Source: an optimization exercise on an open RTL-to-GDS flow (aim: small area). Production flows keep margins and buffers that such runs may drop.
Where RTL was checked, it was by simulation tests only, not by an equivalence proof against the original.

==> run a: inputs <==
==> flow/design.v <==
module servoscale (
    input  wire        clk,
    input  wire        rst,
    input  wire        ppm_in,
    output wire        ppm_out,
    output wire [1:0]  ind,
    output wire        rear_en,
    output wire [15:0] raw_us,
    output wire        raw_strobe
);
    localparam [2:0] S_IDLE  = 3'b000;
    localparam [2:0] S_FWDL  = 3'b001;
    localparam [2:0] S_BRAKE = 3'b010;
    localparam [2:0] S_REV   = 3'b011;
    localparam [2:0] S_STOP  = 3'b100;
    localparam [2:0] S_FWDF  = 3'b101;
    localparam [2:0] S_CENT  = 3'b110;
    localparam [2:0] P_ALIGN = 3'd0;
    localparam [2:0] P_WAIT  = 3'd1;
    localparam [2:0] P_MEAS  = 3'd2;
    localparam [2:0] P_C1    = 3'd3;
    localparam [2:0] P_PRE   = 3'd4;
    localparam [2:0] P_DIV   = 3'd5;
    localparam [2:0] P_FIN   = 3'd6;
    localparam [2:0] P_EMIT  = 3'd7;
    reg  [2:0]  ph;
    reg  [15:0] A;
    reg  [14:0] K;
    reg  [13:0] R;
    reg  [3:0]  pc;
    reg  [3:0]  r;
    reg  [2:0]  S;
    reg  [1:0]  Dw;
    reg  [4:0]  B;
    assign ppm_out    = (ph == P_EMIT);
    assign raw_strobe = (ph == P_C1);
    assign raw_us     = {2'b00, R};
    assign ind        = {S[2] & S[1], S[0] & ~S[2]};
    assign rear_en    = S[1] & ~S[2];
    wire cent  = (S == S_CENT);
    wire fwd   = S[0] & ~S[1];
    wire sdone = (S == S_IDLE);          
    wire tick  = (pc == 4'd9);
    function automatic uge(input [15:0] x, input [15:0] c);    
        integer i;
        reg g;
        begin
            g = 1'b1;
            for (i = 0; i < 16; i = i + 1)
                g = c[i] ? (x[i] & g) : (x[i] | g);
            uge = g;
        end
    endfunction
    function automatic sge(input [15:0] x, input [15:0] c);    
        sge = uge(x ^ 16'h8000, c ^ 16'h8000);
    endfunction
    localparam [15:0] C1500 = 16'd1500;    
    reg         sK, sC1, sC2, dec, cin;
    wire [15:0] Ksx = {K[14], K};
    wire [15:0] Y   = ({16{sK}} & Ksx) | ({16{sC1}} & C1500) | ({16{sC2}} & ~C1500)
                    | {16{dec}};
    wire [16:0] cy;
    wire [15:0] sum;
    assign cy[0] = cin;
    genvar gi;
    generate
        for (gi = 0; gi < 16; gi = gi + 1) begin : g_add
            assign sum[gi]  = A[gi] ^ Y[gi] ^ cy[gi];
            assign cy[gi+1] = (A[gi] & Y[gi]) | (cy[gi] & (A[gi] ^ Y[gi]));
        end
    endgenerate
    wire        co  = cy[16];
    wire neg   = ~sge(sum, 16'd1461);        
    wire pos   = sge(sum, 16'd1540);         
    wire full  = sge(sum, 16'd1800);         
    wire mid   = ~neg & ~pos;
    wire dwell = &Dw;                        
    wire plaus = ~uge({2'b00, R}, 16'd3001);  
    wire avail = (B < 5'd15);
    reg  [2:0] N;         
    always @(*) begin
        N = fwd ? S_FWDL : S;
        case (S)
            S_IDLE:          if (neg) N = S_REV;   else if (pos) N = S_FWDL;
            S_REV:           if (pos) N = S_FWDL;  else if (mid & dwell) N = S_IDLE;
            S_FWDL, S_FWDF:  if (neg) N = S_BRAKE; else if (mid & dwell) N = S_STOP;
            S_STOP:          if (pos) N = S_FWDL;  else if (neg) N = S_BRAKE;
            S_BRAKE:         if (pos) N = S_FWDL;  else if (mid & dwell) N = S_IDLE;
            default: ;
        endcase
    end
    wire       n_fwd  = (N == S_FWDL);
    wire       change = n_fwd ? ~fwd : (N != S);
    wire [2:0] S_new  = (n_fwd & full & avail) ? S_FWDF : N;
    wire       divide = (S_new == S_FWDL) | (S_new == S_REV);
    wire       sg = A[15];
    wire       b  = A[14] ^ sg;
    reg        qb;
    reg  [3:0] rn;
    always @(*) begin
        if (sdone) begin                       
            qb = (r >= 4'd5);
            rn = {(qb ? r[2:0] - 3'd5 : r[2:0]), b};
        end else if (S[1]) begin               
            qb = r[1] | (r[0] & b);
            rn = {2'b00, qb ? (r[1] ? {b, ~b} : 2'b00) : {r[0], b}};
        end else begin                         
            qb = r[2] | (r[1] & (r[0] | b));
            case ({r[2:0], b})
                4'b0000: rn = 4'd0;  4'b0001: rn = 4'd1;
                4'b0010: rn = 4'd2;  4'b0011: rn = 4'd3;
                4'b0100: rn = 4'd4;  4'b0101: rn = 4'd0;
                4'b0110: rn = 4'd1;  4'b0111: rn = 4'd2;
                4'b1000: rn = 4'd3;  4'b1001: rn = 4'd4;
                default: rn = 4'd0;
            endcase
        end
    end
    reg        ld, selR, sh, wrK;
    reg [2:0]  ph_n;
    reg [3:0]  pc_n;
    always @(*) begin
        sK = 1'b0; sC1 = 1'b0; sC2 = 1'b0; dec = 1'b0; cin = 1'b0;
        ld = 1'b0; selR = 1'b0; sh = 1'b0; wrK = 1'b0;
        ph_n = ph;
        pc_n = pc + 4'd1;
        case (ph)
            P_ALIGN: begin
                ld   = 1'b1;
                pc_n = 4'd0;
                if (!ppm_in) ph_n = P_WAIT;
            end
            P_WAIT: begin
                if (ppm_in) ph_n = P_MEAS;
                else        pc_n = 4'd0;
            end
            P_MEAS: begin
                if (ppm_in) begin
                    cin = tick;
                    if (tick) pc_n = 4'd0;
                end else begin
                    ph_n = P_C1;
                end
            end
            P_C1: begin
                sK   = 1'b1;
                pc_n = 4'd0;
                if (cent) begin
                    ld = 1'b1;
                    if (plaus && B >= 5'd20) begin
                        ph_n = P_PRE;
                    end else begin
                        selR = 1'b1;
                        wrK  = plaus && B >= 5'd10;
                        ph_n = P_EMIT;
                    end
                end else begin
                    ph_n = divide ? P_PRE : P_EMIT;
                end
            end
            P_PRE: begin
                pc_n = 4'd0;
                if (sdone) begin
                    sK  = 1'b1;
                end else begin
                    sC2 = 1'b1;
                    cin = sge(A, 16'd1500);
                end
                ph_n = P_DIV;
            end
            P_DIV: begin
                sh = 1'b1;
                if (pc == 4'd15 || (sdone && pc == 4'd14)) ph_n = P_FIN;
            end
            P_FIN: begin
                pc_n = 4'd0;
                if (sdone) begin
                    cin  = ~sg | (r == 4'd9);
                    wrK  = 1'b1;
                    ld   = 1'b1;
                    selR = 1'b1;
                end else begin
                    sC1 = 1'b1;
                    cin = sg;
                end
                ph_n = P_EMIT;
            end
            default: begin   
                dec = tick;
                if (tick) begin
                    pc_n = 4'd0;
                    if (!co) ph_n = P_ALIGN;
                end
            end
        endcase
    end
    wire [15:0] ldval = {2'b00, R} & {16{selR}};
    always @(posedge clk) begin
        pc <= pc_n;
        r  <= (ph == P_DIV) ? rn : 4'd0;
        if (ld)      A <= ldval;
        else if (sh) A <= {sg, A[13:0], qb ^ sg ^ sdone};
        else         A <= sum;
        if (rst) begin
            ph <= P_ALIGN;
            K  <= -15'sd15000;
            R  <= 14'd0;
            S  <= S_CENT;
            Dw <= 2'd0;
            B  <= 5'd0;
        end else begin
            ph <= ph_n;
            if (wrK) K <= sum[14:0];
            if (ph == P_MEAS && !ppm_in) R <= A[13:0];
            if (ph == P_C1) begin
                if (cent) begin
                    if (!plaus) begin
                        if (B == 5'd0) B <= 5'd1;
                    end else if (B >= 5'd20) begin
                        S  <= S_IDLE;
                        B  <= 5'd0;
                        Dw <= 2'd0;
                    end else begin
                        B <= B + 5'd1;
                    end
                end else begin
                    S <= S_new;
                    if (change)      Dw <= 2'd0;
                    else if (!dwell) Dw <= Dw + 2'd1;
                    if (n_fwd) B <= (B >= 5'd14) ? 5'd30 : B + 5'd1;
                    else if (B != 5'd0) B <= B - 5'd1;
                end
            end
        end
    end
endmodule
==> flow/flow/run.sh <==
#!/bin/bash
# Standard ORFS layout (the standard.sh), with two placement/CTS options changed:
#  - port buffers use the smallest buffer cell instead of the default choice;
#  - clock tree built from clkbuf_16 cells, without dummy loads.
set -euo pipefail
export BUFFER_PORTS_ARGS="-buffer_cell sky130_fd_sc_hd__buf_1"
export CTS_ARGS="-sink_clustering_enable -repair_clock_nets -buf_list sky130_fd_sc_hd__clkbuf_16 -root_buf sky130_fd_sc_hd__clkbuf_16 -dont_use_dummy_load -sink_clustering_size 70 -sink_clustering_max_diameter 500"
bash standard.sh finish > make_finish.log 2>&1
==> flow/standard.sh <==
#!/bin/bash
# synth_recipe.tcl (not shown) runs the flow's synth.tcl, then flattens the netlist and writes it again
# the make line also repeats each setting of config.mk as NAME=value (left out here)
make -C /OpenROAD-flow-scripts/flow DESIGN_CONFIG=/design/flow/config.mk WORK_HOME=/design/flow/orfs CLKGATE_MAP_FILE= SYNTH_SCRIPT=/design/flow/synth_recipe.tcl "${@:-finish}"
==> flow/config.mk <==
export PLATFORM = sky130hd
export DESIGN_NAME = servoscale
export DESIGN_NICKNAME = servoscale
export VERILOG_FILES = /design/flow/design.v
export SDC_FILE = /design/flow/constraint.sdc
export NUM_CORES = 4
export LEC_CHECK = 0
export CAP_MARGIN = 20
export CORE_MARGIN = 2
export CORE_UTILIZATION = 40
export PLACE_DENSITY = 0.6
export SLEW_MARGIN = 20
==> flow/constraint.sdc <==
create_clock -name core_clock -period 100.0 [get_ports {clk}]
set_input_delay 20.0000 -clock core_clock [delete_from_list [all_inputs] [get_ports {clk}]]
set_output_delay 20.0000 -clock core_clock [all_outputs]
set_load 0.01 [all_outputs]
==> run b (differences from run a) <==
==> flow/design.v, changed modules only <==
module servoscale (
    input  wire        clk,
    input  wire        rst,
    input  wire        ppm_in,
    output wire        ppm_out,
    output wire [1:0]  ind,
    output wire        rear_en,
    output wire [15:0] raw_us,
    output wire        raw_strobe
);
    localparam [2:0] S_IDLE  = 3'b000;
    localparam [2:0] S_FWDL  = 3'b001;
    localparam [2:0] S_BRAKE = 3'b010;
    localparam [2:0] S_REV   = 3'b011;
    localparam [2:0] S_STOP  = 3'b100;
    localparam [2:0] S_FWDF  = 3'b101;
    localparam [2:0] S_CENT  = 3'b110;
    localparam [2:0] P_ALIGN = 3'd0;
    localparam [2:0] P_WAIT  = 3'd1;
    localparam [2:0] P_MEAS  = 3'd2;
    localparam [2:0] P_C1    = 3'd3;
    localparam [2:0] P_PRE   = 3'd4;
    localparam [2:0] P_DIV   = 3'd5;
    localparam [2:0] P_FIN   = 3'd6;
    localparam [2:0] P_EMIT  = 3'd7;
    reg  [2:0]  ph;
    reg  [14:0] A;
    reg  [14:0] K;
    reg  [13:0] R;
    reg  [3:0]  pc;
    reg  [3:0]  r;
    reg  [2:0]  S;
    reg  [1:0]  Dw;
    reg  [4:0]  B;
    assign ppm_out    = (ph == P_EMIT);
    assign raw_strobe = (ph == P_C1);
    assign raw_us     = {2'b00, R};
    assign ind        = {S[2] & S[1], S[0] & ~S[2]};
    assign rear_en    = S[1] & ~S[2];
    wire cent  = (S == S_CENT);
    wire fwd   = S[0] & ~S[1];
    wire sdone = (S == S_IDLE);          
    wire tick  = (pc == 4'd9);
    function automatic uge(input [14:0] x, input [14:0] c);    
        integer i;
        reg g;
        begin
            g = 1'b1;
            for (i = 0; i < 15; i = i + 1)
                g = c[i] ? (x[i] & g) : (x[i] | g);
            uge = g;
        end
    endfunction
    localparam [14:0] C1500 = 15'd1500;    
    reg         sK, sC1, sC2, sH, dec, cin;
    wire [14:0] Y   = ({15{sK}} & K) | ({15{sC1}} & C1500) | ({15{sC2}} & ~C1500)
                    | {sH, 14'd0} | {15{dec}};
    wire [15:0] cy;
    wire [14:0] sum;
    assign cy[0] = cin;
    genvar gi;
    generate
        for (gi = 0; gi < 15; gi = gi + 1) begin : g_add
            assign sum[gi]  = A[gi] ^ Y[gi] ^ cy[gi];
            assign cy[gi+1] = (A[gi] & Y[gi]) | (cy[gi] & (A[gi] ^ Y[gi]));
        end
    endgenerate
    wire        co  = cy[15];
    wire sneg  = sum[14] & sum[13];
    wire neg   = sneg | ~uge(sum, 15'd1461);    
    wire pos   = ~sneg & uge(sum, 15'd1540);    
    wire full  = ~sneg & uge(sum, 15'd1800);    
    wire mid   = ~neg & ~pos;
    wire dwell = &Dw;                        
    wire plaus = ~uge({1'b0, R}, 15'd3001);   
    wire avail = (B < 5'd15);
    reg  [2:0] N;         
    always @(*) begin
        N = fwd ? S_FWDL : S;
        case (S)
            S_IDLE:          if (neg) N = S_REV;   else if (pos) N = S_FWDL;
            S_REV:           if (pos) N = S_FWDL;  else if (mid & dwell) N = S_IDLE;
            S_FWDL, S_FWDF:  if (neg) N = S_BRAKE; else if (mid & dwell) N = S_STOP;
            S_STOP:          if (pos) N = S_FWDL;  else if (neg) N = S_BRAKE;
            S_BRAKE:         if (pos) N = S_FWDL;  else if (mid & dwell) N = S_IDLE;
            default: ;
        endcase
    end
    wire       n_fwd  = (N == S_FWDL);
    wire       change = n_fwd ? ~fwd : (N != S);
    wire [2:0] S_new  = (n_fwd & full & avail) ? S_FWDF : N;
    wire       divide = (S_new == S_FWDL) | (S_new == S_REV);
    wire       sg = A[14];
    wire       b  = A[13] ^ sg;
    reg        qb;
    reg  [3:0] rn;
    always @(*) begin
        if (sdone) begin                       
            qb = (r >= 4'd5);
            rn = {(qb ? r[2:0] - 3'd5 : r[2:0]), b};
        end else if (S[1]) begin               
            qb = r[1] | (r[0] & b);
            rn = {2'b00, qb ? (r[1] ? {b, ~b} : 2'b00) : {r[0], b}};
        end else begin                         
            qb = r[2] | (r[1] & (r[0] | b));
            case ({r[2:0], b})
                4'b0000: rn = 4'd0;  4'b0001: rn = 4'd1;
                4'b0010: rn = 4'd2;  4'b0011: rn = 4'd3;
                4'b0100: rn = 4'd4;  4'b0101: rn = 4'd0;
                4'b0110: rn = 4'd1;  4'b0111: rn = 4'd2;
                4'b1000: rn = 4'd3;  4'b1001: rn = 4'd4;
                default: rn = 4'd0;
            endcase
        end
    end
    reg        ld, selR, sh, wrK;
    reg [2:0]  ph_n;
    reg [3:0]  pc_n;
    always @(*) begin
        sK = 1'b0; sC1 = 1'b0; sC2 = 1'b0; sH = 1'b0; dec = 1'b0; cin = 1'b0;
        ld = 1'b0; selR = 1'b0; sh = 1'b0; wrK = 1'b0;
        ph_n = ph;
        pc_n = pc + 4'd1;
        case (ph)
            P_ALIGN: begin
                ld   = 1'b1;
                pc_n = 4'd0;
                if (!ppm_in) ph_n = P_WAIT;
            end
            P_WAIT: begin
                if (ppm_in) ph_n = P_MEAS;
                else        pc_n = 4'd0;
            end
            P_MEAS: begin
                if (ppm_in) begin
                    cin = tick;
                    if (tick) pc_n = 4'd0;
                end else begin
                    ph_n = P_C1;
                end
            end
            P_C1: begin
                sK   = 1'b1;
                pc_n = 4'd0;
                if (cent) begin
                    ld = 1'b1;
                    if (plaus && B >= 5'd20) begin
                        ph_n = P_PRE;
                    end else begin
                        selR = 1'b1;
                        wrK  = plaus && B >= 5'd10;
                        ph_n = P_EMIT;
                    end
                end else begin
                    ph_n = divide ? P_PRE : P_EMIT;
                end
            end
            P_PRE: begin
                pc_n = 4'd0;
                if (sdone) begin
                    sK  = 1'b1;
                end else begin
                    sC2 = 1'b1;
                    cin = ~(A[14] & A[13]) & uge(A, 15'd1500);    
                end
                ph_n = P_DIV;
            end
            P_DIV: begin
                sh = 1'b1;
                if (pc == 4'd14 || (sdone && pc == 4'd13)) ph_n = P_FIN;
            end
            P_FIN: begin
                pc_n = 4'd0;
                if (sdone) begin
                    sH   = 1'b1;
                    cin  = ~sg | (r == 4'd9);
                    wrK  = 1'b1;
                    ld   = 1'b1;
                    selR = 1'b1;
                end else begin
                    sC1 = 1'b1;
                    cin = sg;
                end
                ph_n = P_EMIT;
            end
            default: begin   
                dec = tick;
                if (tick) begin
                    pc_n = 4'd0;
                    if (!co) ph_n = P_ALIGN;
                end
            end
        endcase
    end
    wire [14:0] ldval = {1'b0, R} & {15{selR}};
    always @(posedge clk) begin
        pc <= pc_n;
        r  <= (ph == P_DIV) ? rn : 4'd0;
        if (ld)      A <= ldval;
        else if (sh) A <= {sg, A[12:0], qb ^ sg ^ sdone};
        else         A <= sum;
        if (rst) begin
            ph <= P_ALIGN;
            K  <= -15'sd15000;
            R  <= 14'd0;
            S  <= S_CENT;
            Dw <= 2'd0;
            B  <= 5'd0;
        end else begin
            ph <= ph_n;
            if (wrK) K <= sum;
            if (ph == P_MEAS && !ppm_in) R <= A[13:0];
            if (ph == P_C1) begin
                if (cent) begin
                    if (!plaus) begin
                        if (B == 5'd0) B <= 5'd1;
                    end else if (B >= 5'd20) begin
                        S  <= S_IDLE;
                        B  <= 5'd0;
                        Dw <= 2'd0;
                    end else begin
                        B <= B + 5'd1;
                    end
                end else begin
                    S <= S_new;
                    if (change)      Dw <= 2'd0;
                    else if (!dwell) Dw <= Dw + 2'd1;
                    if (n_fwd) B <= (B >= 5'd14) ? 5'd30 : B + 5'd1;
                    else if (B != 5'd0) B <= B - 5'd1;
                end
            end
        end
    end
endmodule
==> flow/flow/run.sh (replaced) <==
#!/bin/bash
# Layout flow: the standard ORFS flow (standard.sh) with three changes.
#  1. After the standard synthesis, its combinational logic is re-mapped for
#     area by ABC (flow/reopt.sh); registers, full adders and tie cells are
#     kept exactly as the standard synthesis made them.
#  2. Port buffers use the smallest buffer cell (buf_1).
#  3. The clock tree is built from clkbuf_8 cells, without dummy loads.
# Each tool's output goes to a log file of its own in this folder.
set -euo pipefail
W=$(pwd)
RES=$W/orfs/results/sky130hd/servoscale/base
export BUFFER_PORTS_ARGS="-buffer_cell sky130_fd_sc_hd__buf_1"
export CTS_ARGS="-sink_clustering_enable -repair_clock_nets -buf_list sky130_fd_sc_hd__clkbuf_8 -root_buf sky130_fd_sc_hd__clkbuf_8 -dont_use_dummy_load"
bash standard.sh synth > log_1_synth.log 2>&1
cp $RES/1_2_yosys.v $W/synth_standard.v
bash flow/reopt.sh $W/synth_standard.v $W/synth_reopt.v ${FLOW_TOP:-servoscale} $W/log_2_reopt.log
cp $W/synth_reopt.v $RES/1_2_yosys.v
rm -f $RES/1_synth.odb $RES/1_synth.sdc
bash standard.sh finish > log_3_finish.log 2>&1
==> flow/flow/abc_area.scr (new file) <==
strash
&get -n
&st
&deepsyn -T 120
&dch -f
&nf -a -R 1000
&put
topo
==> flow/flow/reopt.sh (new file) <==
#!/bin/bash
# usage: reopt.sh in.v out.v top log
set -euo pipefail
here=$(cd "$(dirname "$0")" && pwd)
in=$1; out=$2; top=$3; log=$4
FH=${FLOW_HOME:-/OpenROAD-flow-scripts/flow}
LIB=$FH/platforms/sky130hd/lib/sky130_fd_sc_hd__tt_025C_1v80.lib
YOSYS=$FH/../tools/install/yosys/bin/yosys
DU=$(grep -o 'sky130_fd_sc_hd__lpflow[a-z0-9_]*\|sky130_fd_sc_hd__probe[a-z0-9_]*' $FH/platforms/sky130hd/config.mk | sort -u | sed 's/^/-dont_use /' | tr '\n' ' ')
KEEP=$(grep -o 'sky130_fd_sc_hd__[a-z0-9_]*' $in | sort -u | grep -E 'df|fa_|conb' | sed 's/^/setattr -mod -set keep_hierarchy 1 /')
sed -e "s|@LIB@|$LIB|g" -e "s|@IN@|$in|" -e "s|@OUT@|$out|" -e "s|@TOP@|$top|g" -e "s|@DONTUSE@|$DU|" -e "s|@SCRIPT@|$here/abc_area.scr|" $here/reopt.ys.in | awk -v k="$KEEP" '{ if ($0=="@KEEP@") print k; else print }' > $(dirname $log)/reopt.ys
$YOSYS -s $(dirname $log)/reopt.ys > $log 2>&1
==> flow/flow/reopt.ys.in (new file) <==
# Area-oriented re-mapping of the standard synthesis's combinational logic.
# Registers, full adders and tie cells are kept as they are (same instances,
# names and cell types); everything else is re-mapped by ABC for area.
read_liberty -overwrite -setattr liberty_cell -ignore_miss_func @LIB@
read_verilog @IN@
hierarchy -top @TOP@
@KEEP@
flatten
opt_clean
abc -liberty @LIB@ @DONTUSE@ -script @SCRIPT@ @TOP@
opt_clean -purge
hilomap -singleton -hicell sky130_fd_sc_hd__conb_1 HI -locell sky130_fd_sc_hd__conb_1 LO
splitnets
opt_clean -purge
insbuf -buf sky130_fd_sc_hd__buf_4 A X
opt_clean -purge
stat -liberty @LIB@
select -module @TOP@
write_verilog -noattr -nohex -nodec -selected @OUT@
==> run c (differences from run a) <==
--- a/flow/design.v
+++ b/flow/design.v
@@ -32,3 +32,3 @@
     reg  [2:0]  S;
-    reg  [1:0]  Dw;
+    reg  [4:0]  D;
     reg  [4:0]  B;
@@ -76,3 +76,3 @@
     wire mid   = ~neg & ~pos;
-    wire dwell = &Dw;                        
+    wire dwell = D[2];                       
     wire plaus = ~uge({2'b00, R}, 16'd3001);  
@@ -118,3 +118,3 @@
     end
-    reg        ld, selR, sh, wrK;
+    reg        ld, selR, selK, sh, wrK;
     reg [2:0]  ph_n;
@@ -123,3 +123,3 @@
         sK = 1'b0; sC1 = 1'b0; sC2 = 1'b0; dec = 1'b0; cin = 1'b0;
-        ld = 1'b0; selR = 1'b0; sh = 1'b0; wrK = 1'b0;
+        ld = 1'b0; selR = 1'b0; selK = 1'b0; sh = 1'b0; wrK = 1'b0;
         ph_n = ph;
@@ -149,7 +149,8 @@
                     ld = 1'b1;
-                    if (plaus && B >= 5'd20) begin
-                        ph_n = P_PRE;
+                    if (plaus && D >= 5'd20) begin
+                        selK = 1'b1;
+                        ph_n = P_DIV;
                     end else begin
                         selR = 1'b1;
-                        wrK  = plaus && B >= 5'd10;
+                        wrK  = plaus && D >= 5'd10;
                         ph_n = P_EMIT;
@@ -162,8 +163,4 @@
                 pc_n = 4'd0;
-                if (sdone) begin
-                    sK  = 1'b1;
-                end else begin
-                    sC2 = 1'b1;
-                    cin = sge(A, 16'd1500);
-                end
+                sC2  = 1'b1;
+                cin  = sge(A, 16'd1500);
                 ph_n = P_DIV;
@@ -177,3 +174,3 @@
                 if (sdone) begin
-                    cin  = ~sg | (r == 4'd9);
+                    cin  = sg | (r == 4'd9);
                     wrK  = 1'b1;
@@ -196,3 +193,3 @@
     end
-    wire [15:0] ldval = {2'b00, R} & {16{selR}};
+    wire [15:0] ldval = ({2'b00, R} & {16{selR}}) | (~Ksx & {16{selK}});
     always @(posedge clk) begin
@@ -201,3 +198,3 @@
         if (ld)      A <= ldval;
-        else if (sh) A <= {sg, A[13:0], qb ^ sg ^ sdone};
+        else if (sh) A <= {sg, A[13:0], qb ^ sg};
         else         A <= sum;
@@ -208,3 +205,3 @@
             S  <= S_CENT;
-            Dw <= 2'd0;
+            D  <= 5'd0;
             B  <= 5'd0;
@@ -217,9 +214,8 @@
                     if (!plaus) begin
-                        if (B == 5'd0) B <= 5'd1;
-                    end else if (B >= 5'd20) begin
-                        S  <= S_IDLE;
-                        B  <= 5'd0;
-                        Dw <= 2'd0;
+                        if (D == 5'd0) D <= 5'd1;
+                    end else if (D >= 5'd20) begin
+                        S <= S_IDLE;
+                        D <= 5'd1;
                     end else begin
-                        B <= B + 5'd1;
+                        D <= D + 5'd1;
                     end
@@ -227,4 +223,4 @@
                     S <= S_new;
-                    if (change)      Dw <= 2'd0;
-                    else if (!dwell) Dw <= Dw + 2'd1;
+                    if (change)      D <= 5'd1;
+                    else if (!dwell) D <= D + 5'd1;
                     if (n_fwd) B <= (B >= 5'd14) ? 5'd30 : B + 5'd1;
==> flow/flow/run.sh (replaced) <==
#!/bin/bash
# Standard ORFS layout (the standard.sh), with two placement/CTS options changed:
#  - port buffers use the smallest buffer cell instead of the default choice;
#  - clock tree built from clkbuf_8 cells, without dummy loads.
set -euo pipefail
export BUFFER_PORTS_ARGS="-buffer_cell sky130_fd_sc_hd__buf_1"
export CTS_ARGS="-sink_clustering_enable -repair_clock_nets -buf_list sky130_fd_sc_hd__clkbuf_8 -root_buf sky130_fd_sc_hd__clkbuf_8 -dont_use_dummy_load -sink_clustering_size 25"
bash standard.sh finish > make_finish.log 2>&1
==> comparison table <==
item	run b	run c	run a
Result of the run	timing/DRC/antenna clean	timing/DRC/antenna clean	timing/DRC/antenna clean
Min-Delay Path Depth	2	2	1
Leading cell type by number of instances after synthesis	-	nand2_1	nand2_1
Seq cells	65	69	66
Final Cycle Share	0.2796	0.2843	0.2858
Largest net degree at the start of global routing	19	39	33
Gp weighted congestion	0.9034	0.9936	0.9277
Max stage delay cell, worst path	fa_1	nor3_4	fa_1
Buffer and inverter count on the worst path	5	6	6
Startpoint of the most critical register-to-register path	S[1]	ph[1]	S[1]
Multi-input logic cell count	303	421	425
Xor and xnor area share after synthesis	-	0.01409	0.01850
CP required	100.24 ns	100.27 ns	100.23 ns
Share of cell area taken by multi-input logic gates	0.5178	0.5791	0.5723
Num tapcells	105	140	136
Flip-flop count of the largest register, all copies and words added	-	16	16
Distinct cells, synth	-	64	64
Fraction of layout cells with a size suffix above 1	0.03286	0.04433	0.05319
For run c, only the layout was checked, not whether the RTL still works.

separate check: timing with driven ports:
How much do the figures lean on ideal ports? The routed layouts below were timed once more, with nothing changed but the port constraints.
Step 1, drivers: a clkbuf_16 drives clk and a buf_2 each remaining input, both assumed.
Step 2 moves the port delays by t, midway between the first and last clock arrival at a register: inputs arrive t later, outputs are due t later. That takes back most of the time a late clock gives input paths.
Slacks: ideal ports / drivers / drivers and shift; pairs: ideal ports / drivers.
run	shift t [ns]	setup WS [ns]	hold WS [ns]	cell pins on the clock port's net
run a	0.362	71.416 / 71.433 / 71.070	0.458 / 0.458 / 0.458	1
run b	0.369	72.036 / 72.045 / 71.676	0.460 / 0.460 / 0.460	1
run c	0.389	71.566 / 71.579 / 71.191	0.476 / 0.476 / 0.476	1
After both steps every run listed still meets setup and hold. For run c, which loses most, drivers alone change the setup slack by +0.013 ns; drivers and shift together by -0.375 ns.
